This is an optimization exercise on Yosys and OpenROAD, whose aim is small area, a short achievable clock period and few clock cycles, not a production implementation.
Function was checked by simulation only, so behaviour that the tests miss may differ from the original.
Power figures rest on the tool's default switching activity, not on a simulated workload.

File: flow/constraint.sdc
create_clock -name core_clock -period 8.0 [get_ports {clk}]
set_input_delay 1.6000 -clock core_clock [delete_from_list [all_inputs] [get_ports {clk}]]
set_output_delay 1.6000 -clock core_clock [all_outputs]
set_load 0.01 [all_outputs]
File: flow/design.v
module wallet_b2d (
    input  wire        clk,
    input  wire        rst,
    input  wire        start,
    input  wire [31:0] bin,
    output reg         done,
    output reg  [39:0] bcd,
    output reg  [3:0]  ndig
);
    reg [31:0] sh;
    reg [5:0]  left;
    reg        busy;
    function [39:0] adjust(input [39:0] v);
        integer k;
        begin
            for (k = 0; k < 10; k = k + 1)
                adjust[4*k +: 4] = (v[4*k +: 4] >= 4'd5) ? v[4*k +: 4] + 4'd3 : v[4*k +: 4];
        end
    endfunction
    function [3:0] digits(input [39:0] v);
        integer k;
        begin
            digits = 4'd1;
            for (k = 1; k < 10; k = k + 1)
                if (v[4*k +: 4] != 4'd0) digits = k[3:0] + 4'd1;
        end
    endfunction
    wire [39:0] adj = adjust(bcd);
    always @(posedge clk) begin
        if (rst) begin
            busy <= 1'b0;
            done <= 1'b0;
            bcd  <= 40'd0;
            sh   <= 32'd0;
            left <= 6'd0;
            ndig <= 4'd1;
        end else if (start) begin
            busy <= 1'b1;
            done <= 1'b0;
            bcd  <= 40'd0;
            sh   <= bin;
            left <= 6'd32;
        end else if (busy) begin
            bcd  <= {adj[38:0], sh[31]};
            sh   <= {sh[30:0], 1'b0};
            left <= left - 6'd1;
            if (left == 6'd1) begin
                busy <= 1'b0;
                done <= 1'b1;
                ndig <= digits({adj[38:0], sh[31]});
            end
        end
    end
endmodule
module coin_wallet (
    input  wire        clk,
    input  wire        rst,
    input  wire        in_valid,
    output wire        in_ready,
    input  wire [7:0]  in_data,
    output wire        out_valid,
    input  wire        out_ready,
    output reg  [7:0]  out_data,
    output wire        out_last,
    input  wire        coin_edge,
    input  wire        ms_tick,
    input  wire        restore_valid,
    input  wire [31:0] restore_bal,
    input  wire [31:0] restore_cnt,
    output wire [31:0] bal,
    output wire [31:0] cnt,
    output wire        zind,
    output reg         save_req
);
    localparam [6:0] DEBOUNCE_WINDOW_MS = 7'd100;
    localparam [2:0] S_LEN  = 3'd0,
                     S_PAY  = 3'd1,
                     S_EXEC = 3'd2,
                     S_CONV = 3'd3,
                     S_EMIT = 3'd4;
    localparam [2:0] M_BAL = 3'd0,    
                     M_CNT = 3'd1,    
                     M_OK  = 3'd2,
                     M_OVF = 3'd3,
                     M_INS = 3'd4,
                     M_RCA = 3'd5,
                     M_INV = 3'd6,
                     M_UNK = 3'd7;
    localparam [8*11-1:0] K_GB  = "GET_BALANCE";
    localparam [8*10-1:0] K_GS  = "GET_STATUS";
    localparam [8*14-1:0] K_GC  = "GET_COIN_COUNT";
    localparam [8*13-1:0] K_RB  = "RESET_BALANCE";
    localparam [8*11-1:0] K_RC  = "RESET_COUNT";
    localparam [8*12-1:0] K_ADD = "ADD_BALANCE=";
    localparam [8*12-1:0] K_SUB = "SUB_BALANCE=";
    reg [31:0] bal_r, cnt_r;
    reg [6:0]  elapsed;      
    reg        has_last;
    assign bal  = bal_r;
    assign cnt  = cnt_r;
    assign zind = (bal_r == 32'd0);
    reg [2:0]  state;
    reg [7:0]  remain;       
    reg        started;      
    reg [8:0]  pos;          
    reg [8:0]  pend;         
    reg        m_gb, m_gs, m_gc, m_rb, m_rc, m_add, m_sub;
    reg        amt_any, amt_bad, amt_ovf;
    reg [31:0] amt_val;
    function is_ws(input [7:0] b);
        is_ws = (b == 8'h20) || (b >= 8'h09 && b <= 8'h0d);
    endfunction
    function [7:0] kch(input [8*14-1:0] s, input integer n, input [8:0] p);
        kch = s[8*(n-1-p) +: 8];
    endfunction
    assign in_ready = (state == S_LEN) || (state == S_PAY);
    wire in_fire = in_valid && in_ready;
    reg        n_started;
    reg [8:0]  n_pos, n_pend, p;
    reg        n_gb, n_gs, n_gc, n_rb, n_rc, n_add, n_sub;
    reg        n_any, n_bad, n_ovf;
    reg [31:0] n_val;
    reg [35:0] acc;
    reg [7:0]  b;
    always @* begin
        b         = in_data;
        n_started = started;
        n_pos     = pos;
        n_pend    = pend;
        n_gb = m_gb; n_gs = m_gs; n_gc = m_gc; n_rb = m_rb; n_rc = m_rc;
        n_add = m_add; n_sub = m_sub;
        n_any = amt_any; n_bad = amt_bad; n_ovf = amt_ovf; n_val = amt_val;
        acc = 36'd0;
        p   = pos;
        if (is_ws(b)) begin
            if (started) n_pend = pend + 9'd1;
        end else begin
            n_started = 1'b1;
            if (started && pend != 9'd0) begin
                n_gb = 1'b0; n_gs = 1'b0; n_gc = 1'b0; n_rb = 1'b0; n_rc = 1'b0;
                if (pos < 9'd12) begin
                    n_add = 1'b0;
                    n_sub = 1'b0;
                end else begin
                    n_bad = 1'b1;
                end
                p = pos + pend;
            end
            n_pend = 9'd0;
            n_gb = n_gb && (p < 9'd11) && (b == kch(K_GB, 11, p));
            n_gs = n_gs && (p < 9'd10) && (b == kch(K_GS, 10, p));
            n_gc = n_gc && (p < 9'd14) && (b == kch(K_GC, 14, p));
            n_rb = n_rb && (p < 9'd13) && (b == kch(K_RB, 13, p));
            n_rc = n_rc && (p < 9'd11) && (b == kch(K_RC, 11, p));
            if (p < 9'd12) begin
                n_add = n_add && (b == kch(K_ADD, 12, p));
                n_sub = n_sub && (b == kch(K_SUB, 12, p));
            end else if (b >= 8'h30 && b <= 8'h39) begin
                n_any = 1'b1;
                acc   = {4'd0, n_val} * 36'd10 + {32'd0, b[3:0]};
                n_val = acc[31:0];
                if (acc[35:32] != 4'd0) n_ovf = 1'b1;
            end else begin
                n_bad = 1'b1;
            end
            n_pos = p + 9'd1;
        end
    end
    wire is_gb  = m_gb  && (pos == 9'd11);
    wire is_gs  = m_gs  && (pos == 9'd10);
    wire is_gc  = m_gc  && (pos == 9'd14);
    wire is_rb  = m_rb  && (pos == 9'd13);
    wire is_rc  = m_rc  && (pos == 9'd11);
    wire is_add = m_add && (pos >= 9'd12);
    wire is_sub = m_sub && (pos >= 9'd12);
    wire amt_ok = amt_any && !amt_bad && !amt_ovf;
    wire [32:0] add_sum = {1'b0, bal_r} + {1'b0, amt_val};
    wire        sub_ok  = (bal_r >= amt_val);
    reg        x_ok, x_changed;
    reg [2:0]  x_msg;
    reg [31:0] x_bal, x_cnt, x_amt;
    always @* begin
        x_ok = 1'b0; x_changed = 1'b0; x_msg = M_UNK;
        x_bal = bal_r; x_cnt = cnt_r; x_amt = 32'd0;
        if (is_gb) begin
            x_ok = 1'b1; x_msg = M_BAL;
        end else if (is_gs) begin
            x_ok = 1'b1; x_msg = M_OK;
        end else if (is_gc) begin
            x_ok = 1'b1; x_msg = M_CNT;
        end else if (is_rb) begin
            x_ok = 1'b1; x_msg = M_BAL; x_changed = 1'b1; x_bal = 32'd0;
        end else if (is_rc) begin
            x_ok = 1'b1; x_msg = M_RCA; x_changed = 1'b1; x_cnt = 32'd0;
        end else if ((is_add || is_sub) && !amt_ok) begin
            x_msg = M_INV;
        end else if (is_add) begin
            x_amt = amt_val;
            if (add_sum[32]) begin
                x_msg = M_OVF;
            end else begin
                x_ok = 1'b1; x_msg = M_BAL; x_changed = 1'b1; x_bal = add_sum[31:0];
            end
        end else if (is_sub) begin
            x_amt = amt_val;
            if (!sub_ok) begin
                x_msg = M_INS;
            end else begin
                x_ok = 1'b1; x_msg = M_BAL; x_changed = 1'b1; x_bal = bal_r - amt_val;
            end
        end
    end
    reg        r_ok, r_changed;
    reg [2:0]  r_msg;
    wire        conv_start = (state == S_EXEC);
    wire        d_bal_done, d_cnt_done, d_amt_done;
    wire [39:0] d_bal, d_cnt, d_amt;
    wire [3:0]  n_bal, n_cnt, n_amt;
    wallet_b2d u_dbal (.clk(clk), .rst(rst), .start(conv_start), .bin(x_bal),
                       .done(d_bal_done), .bcd(d_bal), .ndig(n_bal));
    wallet_b2d u_dcnt (.clk(clk), .rst(rst), .start(conv_start), .bin(x_cnt),
                       .done(d_cnt_done), .bcd(d_cnt), .ndig(n_cnt));
    wallet_b2d u_damt (.clk(clk), .rst(rst), .start(conv_start), .bin(x_amt),
                       .done(d_amt_done), .bcd(d_amt), .ndig(n_amt));
    wire conv_done = d_bal_done && d_cnt_done && d_amt_done;
    localparam [8*11-1:0] T0  = "{\"status\":\"";
    localparam [8*17-1:0] T2  = "\",\"coin_balance\":";
    localparam [8*23-1:0] T4  = ",\"coin_acceptor_count\":";
    localparam [8*13-1:0] T6  = ",\"response\":\"";
    localparam [8*17-1:0] T8  = "\",\"data_changed\":";
    localparam [8*10-1:0] T10 = ",\"amount\":";
    localparam [8*7-1:0]  T_SUCCESS = "success";
    localparam [8*5-1:0]  T_ERROR   = "error";
    localparam [8*4-1:0]  T_TRUE    = "true";
    localparam [8*5-1:0]  T_FALSE   = "false";
    localparam [8*2-1:0]  T_OK  = "OK";
    localparam [8*16-1:0] T_OVF = "balance overflow";
    localparam [8*20-1:0] T_INS = "insufficient balance";
    localparam [8*11-1:0] T_RCA = "count reset";
    localparam [8*14-1:0] T_INV = "invalid amount";
    localparam [8*15-1:0] T_UNK = "unknown command";
    function [7:0] sch(input [8*23-1:0] s, input integer n, input [4:0] i);
        sch = s[8*(n-1-i) +: 8];
    endfunction
    function [7:0] dch(input [39:0] v, input [3:0] nd, input [4:0] i);
        reg [3:0] k;
        begin
            k   = nd - 4'd1 - i[3:0];
            dch = {4'h3, v[4*k +: 4]};
        end
    endfunction
    function [4:0] msg_len(input [2:0] m, input [3:0] nb, input [3:0] nc);
        case (m)
            M_BAL:   msg_len = {1'b0, nb};
            M_CNT:   msg_len = {1'b0, nc};
            M_OK:    msg_len = 5'd2;
            M_OVF:   msg_len = 5'd16;
            M_INS:   msg_len = 5'd20;
            M_RCA:   msg_len = 5'd11;
            M_INV:   msg_len = 5'd14;
            default: msg_len = 5'd15;
        endcase
    endfunction
    reg [1:0] ph;           
    reg [3:0] seg;
    reg [4:0] idx;
    reg [7:0] plen;
    reg [7:0] csum;
    reg [4:0] seg_len;
    always @* begin
        case (seg)
            4'd0:  seg_len = 5'd11;
            4'd1:  seg_len = r_ok ? 5'd7 : 5'd5;
            4'd2:  seg_len = 5'd17;
            4'd3:  seg_len = {1'b0, n_bal};
            4'd4:  seg_len = 5'd23;
            4'd5:  seg_len = {1'b0, n_cnt};
            4'd6:  seg_len = 5'd13;
            4'd7:  seg_len = msg_len(r_msg, n_bal, n_cnt);
            4'd8:  seg_len = 5'd17;
            4'd9:  seg_len = r_changed ? 5'd4 : 5'd5;
            4'd10: seg_len = 5'd10;
            4'd11: seg_len = {1'b0, n_amt};
            default: seg_len = 5'd1;
        endcase
    end
    reg [7:0] msg_ch;
    always @* begin
        case (r_msg)
            M_BAL:   msg_ch = dch(d_bal, n_bal, idx);
            M_CNT:   msg_ch = dch(d_cnt, n_cnt, idx);
            M_OK:    msg_ch = sch(T_OK, 2, idx);
            M_OVF:   msg_ch = sch(T_OVF, 16, idx);
            M_INS:   msg_ch = sch(T_INS, 20, idx);
            M_RCA:   msg_ch = sch(T_RCA, 11, idx);
            M_INV:   msg_ch = sch(T_INV, 14, idx);
            default: msg_ch = sch(T_UNK, 15, idx);
        endcase
    end
    reg [7:0] pay_ch;
    always @* begin
        case (seg)
            4'd0:  pay_ch = sch(T0, 11, idx);
            4'd1:  pay_ch = r_ok ? sch(T_SUCCESS, 7, idx) : sch(T_ERROR, 5, idx);
            4'd2:  pay_ch = sch(T2, 17, idx);
            4'd3:  pay_ch = dch(d_bal, n_bal, idx);
            4'd4:  pay_ch = sch(T4, 23, idx);
            4'd5:  pay_ch = dch(d_cnt, n_cnt, idx);
            4'd6:  pay_ch = sch(T6, 13, idx);
            4'd7:  pay_ch = msg_ch;
            4'd8:  pay_ch = sch(T8, 17, idx);
            4'd9:  pay_ch = r_changed ? sch(T_TRUE, 4, idx) : sch(T_FALSE, 5, idx);
            4'd10: pay_ch = sch(T10, 10, idx);
            4'd11: pay_ch = dch(d_amt, n_amt, idx);
            default: pay_ch = 8'h7d;    
        endcase
    end
    always @* begin
        case (ph)
            2'd0:    out_data = 8'h7e;
            2'd1:    out_data = plen;
            2'd2:    out_data = pay_ch;
            default: out_data = csum;
        endcase
    end
    assign out_valid = (state == S_EMIT);
    assign out_last  = (ph == 2'd3);
    wire   out_fire  = out_valid && out_ready;
    wire [7:0] len_total = 8'd92
                         + (r_ok ? 8'd7 : 8'd5)
                         + {4'd0, n_bal}
                         + {4'd0, n_cnt}
                         + {3'd0, msg_len(r_msg, n_bal, n_cnt)}
                         + (r_changed ? 8'd4 : 8'd5)
                         + {4'd0, n_amt};
    always @(posedge clk) begin
        if (rst) begin
            state   <= S_LEN;
            remain  <= 8'd0;
            started <= 1'b0;
            pos     <= 9'd0;
            pend    <= 9'd0;
            m_gb <= 1'b1; m_gs <= 1'b1; m_gc <= 1'b1; m_rb <= 1'b1; m_rc <= 1'b1;
            m_add <= 1'b1; m_sub <= 1'b1;
            amt_any <= 1'b0; amt_bad <= 1'b0; amt_ovf <= 1'b0;
            amt_val <= 32'd0;
            r_ok <= 1'b0; r_changed <= 1'b0; r_msg <= M_UNK;
            ph <= 2'd0; seg <= 4'd0; idx <= 5'd0; plen <= 8'd0; csum <= 8'd0;
            save_req <= 1'b0;
        end else begin
            save_req <= 1'b0;
            case (state)
                S_LEN: if (in_fire) begin
                    remain  <= in_data;
                    started <= 1'b0;
                    pos     <= 9'd0;
                    pend    <= 9'd0;
                    m_gb <= 1'b1; m_gs <= 1'b1; m_gc <= 1'b1; m_rb <= 1'b1; m_rc <= 1'b1;
                    m_add <= 1'b1; m_sub <= 1'b1;
                    amt_any <= 1'b0; amt_bad <= 1'b0; amt_ovf <= 1'b0;
                    amt_val <= 32'd0;
                    state <= (in_data == 8'd0) ? S_EXEC : S_PAY;
                end
                S_PAY: if (in_fire) begin
                    started <= n_started;
                    pos     <= n_pos;
                    pend    <= n_pend;
                    m_gb <= n_gb; m_gs <= n_gs; m_gc <= n_gc; m_rb <= n_rb; m_rc <= n_rc;
                    m_add <= n_add; m_sub <= n_sub;
                    amt_any <= n_any; amt_bad <= n_bad; amt_ovf <= n_ovf;
                    amt_val <= n_val;
                    remain  <= remain - 8'd1;
                    if (remain == 8'd1) state <= S_EXEC;
                end
                S_EXEC: begin
                    r_ok      <= x_ok;
                    r_changed <= x_changed;
                    r_msg     <= x_msg;
                    save_req  <= x_changed;
                    state     <= S_CONV;
                end
                S_CONV: if (conv_done) begin
                    plen  <= len_total;
                    csum  <= len_total;
                    ph    <= 2'd0;
                    seg   <= 4'd0;
                    idx   <= 5'd0;
                    state <= S_EMIT;
                end
                S_EMIT: if (out_fire) begin
                    case (ph)
                        2'd0: ph <= 2'd1;
                        2'd1: ph <= 2'd2;
                        2'd2: begin
                            csum <= csum + pay_ch;
                            if (idx == seg_len - 5'd1) begin
                                idx <= 5'd0;
                                seg <= seg + 4'd1;
                                if (seg == 4'd12) ph <= 2'd3;
                            end else begin
                                idx <= idx + 5'd1;
                            end
                        end
                        default: state <= S_LEN;
                    endcase
                end
                default: state <= S_LEN;
            endcase
        end
    end
    wire accept = !has_last || (elapsed > DEBOUNCE_WINDOW_MS);
    always @(posedge clk) begin
        if (rst) begin
            bal_r    <= 32'd0;
            cnt_r    <= 32'd0;
            elapsed  <= 7'd0;
            has_last <= 1'b0;
        end else begin
            if (ms_tick && elapsed <= DEBOUNCE_WINDOW_MS)
                elapsed <= elapsed + 7'd1;
            if (state == S_EXEC) begin
                bal_r <= x_bal;
                cnt_r <= x_cnt;
            end else if (restore_valid) begin
                bal_r <= restore_bal;
                cnt_r <= restore_cnt;
            end else if (coin_edge) begin
                if (accept) begin
                    if (bal_r != 32'hffffffff) bal_r <= bal_r + 32'd1;
                    if (cnt_r != 32'hffffffff) cnt_r <= cnt_r + 32'd1;
                    has_last <= 1'b1;
                    elapsed  <= 7'd0;
                end else begin
                    bal_r <= 32'd0;
                    cnt_r <= 32'd0;
                end
            end
        end
    end
endmodule
File: flow/run.sh
#!/bin/bash
# synth_recipe.tcl (not shown) runs the flow's synth.tcl, then flattens the netlist and writes it again
# the make line also repeats each setting of config.mk as NAME=value (left out here)
make -C /OpenROAD-flow-scripts/flow DESIGN_CONFIG=/design/flow/config.mk WORK_HOME=/design/flow/orfs CLKGATE_MAP_FILE= SYNTH_SCRIPT=/design/flow/synth_recipe.tcl finish
File: flow/config.mk
export PLATFORM = sky130hd
export DESIGN_NAME = coin_wallet
export DESIGN_NICKNAME = coin_wallet
export VERILOG_FILES = /design/flow/design.v
export SDC_FILE = /design/flow/constraint.sdc
export NUM_CORES = 4
export LEC_CHECK = 0
export CAP_MARGIN = 20
export CORE_MARGIN = 2
export CORE_UTILIZATION = 40
export SLEW_MARGIN = 20
==> flow_metrics.py <==
metrics = {
    "floorplanning": {
        "core-area_um2": 94600,
        "die_x_um": 312,
        "ioPinCount": 156,
        "die_h_um": 312,
        "initial_core_util_pct": 40.1,
        "die_area_um2": 97400,
        "fp-row-count": 113,
    },
    "power_and_ir_drop": {
        "vdd_drop_max_mv": 0.155,
        "p_leak_nw": 15.5,
        "power_density_nw_per_um2": 183,
    },
    "cells_and_area": {
        "fillers": 9720,
        "postLayoutCoreUtil_pct": 44.5,
        "drive_gt1_share_pct": 4.81,
        "syn2layout_area_growth_pct": 10.9,
        "multiInputGateArea_um2": 27300,
        "register_area_um2": 8600,
        "final_nets": 5487,
    },
    "cts": {
        "post_cts_resized": 0,
        "post_cts_buffers": 0,
        "cts_buffers": 50,
        "clock-sinks": 429,
        "cts_tree": "built",
        "insertion_delay_ns": 0.63,
        "htreeDepth": 2,
        "cts.path.max_buffers": 3,
        "cts_root_buffer": "clkbuf_16",
        "path_clk_slew_ns": 0.06,
        "hold_buffers": 0,
    },
    "sta": {
        "clock_skew_ns": 0.0245,
        "hold_viol_final": 0,
        "fmax_mhz": 142,
        "tightest_slew_ns": 1.10,
        "fin_tns_setup_ns": 0,
        "timing.final.crit_share_pct": 88.1,
        "min_period_ns": 7.05,
        "rsz0062_at_grt": "false",
        "relSlewSlack_pct": 26.2,
        "slew_viol_final": 0,
        "setup-violations-final": 0,
    },
    "drt": {
        "drtIter0Drc": 4008,
        "wl_per_cell_um": 20.8,
        "via_per_inst": 6.04,
        "drc": 0,
        "wl_mm": 134,
        "first_pass_iters": 6,
        "vias": 38800,
        "ant_nets": 0,
    },
    "critical_path": {
        "end_kind": "output port",
        "cp-start-kind": "flop",
        "worst_ep_arrival_time_ns": 5.45,
        "crit_type": "reg2out",
        "cp_max_fo": 15,
        "worstPathRequired_ns": 6.40,
    },
    "placed_design": {
        "place_congestion": 1.00,
        "hpwl_mm": 99.6,
        "io_buffers": 155,
    },
    "synthesis": {
        "synthArstFlopShare_pct": 0,
        "synth_fp_nets": 5543,
        "yosys.cell_types.count": 97,
        "synth_warnings": 2,
        "synthFlopType": "dfxtp_1",
        "synth-edff-count": 0,
        "syn_inst": 5177,
        "yosysSeqAreaShare_pct": 22.6,
        "syn_avg_cell_area_um2": 7.33,
        "ys_seq_elements": 429,
        "syn_area_um2": 38000,
    },
    "min_path": {
        "min_path_type": "reg2reg",
    },
    "global_routing": {
        "antenna_found_initial": 1,
        "grtUsageTotal_pct": 26.2,
        "grt_pass1_wl_mm": 208,
        "grt_use_met2_pct": 41.2,
        "use_met1_pct": 36.5,
        "grt_pass1_vias": 35700,
        "top_usage_layer": "met2",
        "grt_overflow": 0,
        "use_met3_pct": 3.65,
        "grt_max_degree": 157,
    },
    "run": {
        "cap_violations": 0,
    },
    "status": {
        "status": "no timing/DRC/antenna violations",
    },
}
==> per-layer routing <==
metal	part of all wire [%]	vias up
li1	-	18800
met1	46	18500
met2	44	1318
met3	6.3	251
met4	3.6	0
met5	0	-
==> final cells by class <==
class | count | share of cell area [%]
Multi-Input combinational cell | 4192 | 64.9
Sequential cell | 429 | 20.4
Tap cell | 1265 | 3.76
Clock buffer | 68 | 3.30
Inverter | 230 | 2.05
Antenna cell | 1 | 0.00594
Clock inverter | 20 | 0.734
Timing Repair Buffer | 218 | 4.85
==> registers in the layout, indices dropped and copies added, names as in the netlist, 9 cells and up <==
| name | count |
|---|---|
| u_damt.bcd | 40 |
| pend | 9 |
| u_damt.sh | 32 |
| u_dbal.sh | 32 |
| pos | 9 |
| u_dbal.bcd | 40 |
| bal_r | 32 |
| u_dcnt.sh | 32 |
| amt_val | 32 |
| u_dcnt.bcd | 40 |
| cnt_r | 32 |
==> stage by stage <==
stage / power (mW) / hold WS [ns] / std cells / area [µm²] / worst slack [ns]
2_1_floorplan: 4.43 / 0.437 / 5177 / 38000 / 2.68
3_3_place_gp: 5.24 / 0.452 / 6334 / 40400 / 1.77
3_5_place_dp: 5.25 / 0.463 / 6334 / 40400 / 1.77
4_1_cts: 7.70 / 0.473 / 6422 / 42100 / 1.08
5_1_grt: 8.14 / 0.510 / 6422 / 42100 / 0.804
6_report: 7.70 / 0.472 / 6423 / 42100 / 0.948
==> path summary, 6_finish.rpt <==
| kind | start | depth (start not counted) | slack [ns] | end |
|---|---|---|---|---|
| setup / recovery | idx[2]$_SDFFE_PP0P_ | 11 | 0.95 | out_data[5] |
| hold / removal | u_dbal.done$_SDFFE_PP0P_ | 2 | 0.47 | u_dbal.done$_SDFFE_PP0P_ |
| setup reg to reg | idx[0]$_SDFFE_PP0P_ | 20 | 2.43 | csum[7]$_SDFFE_PP0P_ |
| hold reg to reg | u_dbal.done$_SDFFE_PP0P_ | 2 | 0.47 | u_dbal.done$_SDFFE_PP0P_ |
==> where the power goes <==
group,switching (mW),internal [mW],leakage [nW]
registers,0.347,2.35,3.48
logic,1.57,1.00,11.2
clock network,1.01,1.42,0.831
==> cell usage after synthesis (63+ instances only) <==
library cell  instances  area share [%]
mux2i_1             146             3.8
nand2_1             481             4.8
a21oi_1             457             6.0
o21ai_0             379             5.0
a21o_1               66             1.3
dfxtp_1             429              23
nor2_1              587             5.8
nand2b_1             76             1.3
xnor2_1             175             4.0
inv_1               224             2.2
a22oi_1              77             1.5
clkbuf_1            283             2.8
a31oi_1              63             1.0
nand3_1             189             2.5
nor3_1              118             1.6
ha_1                268             8.8
xor2_1               81             1.9
a211oi_1            141             2.8
==> critical path, stage by stage, from the launching register on <==
cell	delay, ns
dfxtp_1	0.33
clkinv_1	0.52
ha_1	0.64
xnor2_1	0.38
o21bai_1	0.34
nor2_1	0.14
nor4_1	0.60
a21oi_1	0.14
or4_1	0.55
a221o_1	0.33
mux2_2	0.28
clkdlybuf4s50_1	0.56
==> cell families after synthesis <==
group | after synthesis | share of synthesized area [%]
multiplexers | 203 | 6.25
buffers and inverters | 556 | 5.58
AO/OA/AOI/OAI | 1636 | 27.6
adder cells (fa/ha/maj) | 288 | 9.86
flip-flops | 429 | 22.6
XOR/XNOR | 256 | 5.91
AND/OR/NAND/NOR | 1809 | 22.2
==> placed cells by master, fill, tap and decap left out, types with 146 or more instances in the layout <==
master             n
a21oi_1          457
clkdlybuf4s50_1  154
dfxtp_1          424
ha_1             268
inv_1            223
mux2i_1          146
nand2_1          480
nand3_1          189
nor2_1           584
o21ai_0          379
xnor2_1          174
Testbench counts, summed over its fixed seeds: cycles 216,054.

what the ideal ports hide:
Ports are ideal in the flow. The routed layout listed here was re-timed in OpenROAD. Step 1: set_driving_cell puts a clkbuf_16 on clk and a buf_2 on each other input, an assumption about the parent block. Step 2 moves the port delays by t, midway between the first and last clock arrival at a register: inputs arrive t later, outputs are due t later. That takes back most of the time a late clock gives input paths. a / b / c = ideal ports / drivers / drivers and shift; a / b = the first two.
t (ns): 0.680
setup WS [ns]: 0.948 / 0.886 / 1.566
pins driven straight from the clock port: 1
After both steps this run still meets setup and hold. The setup slack of this run moves by -0.062 ns with the drivers and by +0.618 ns with both steps.
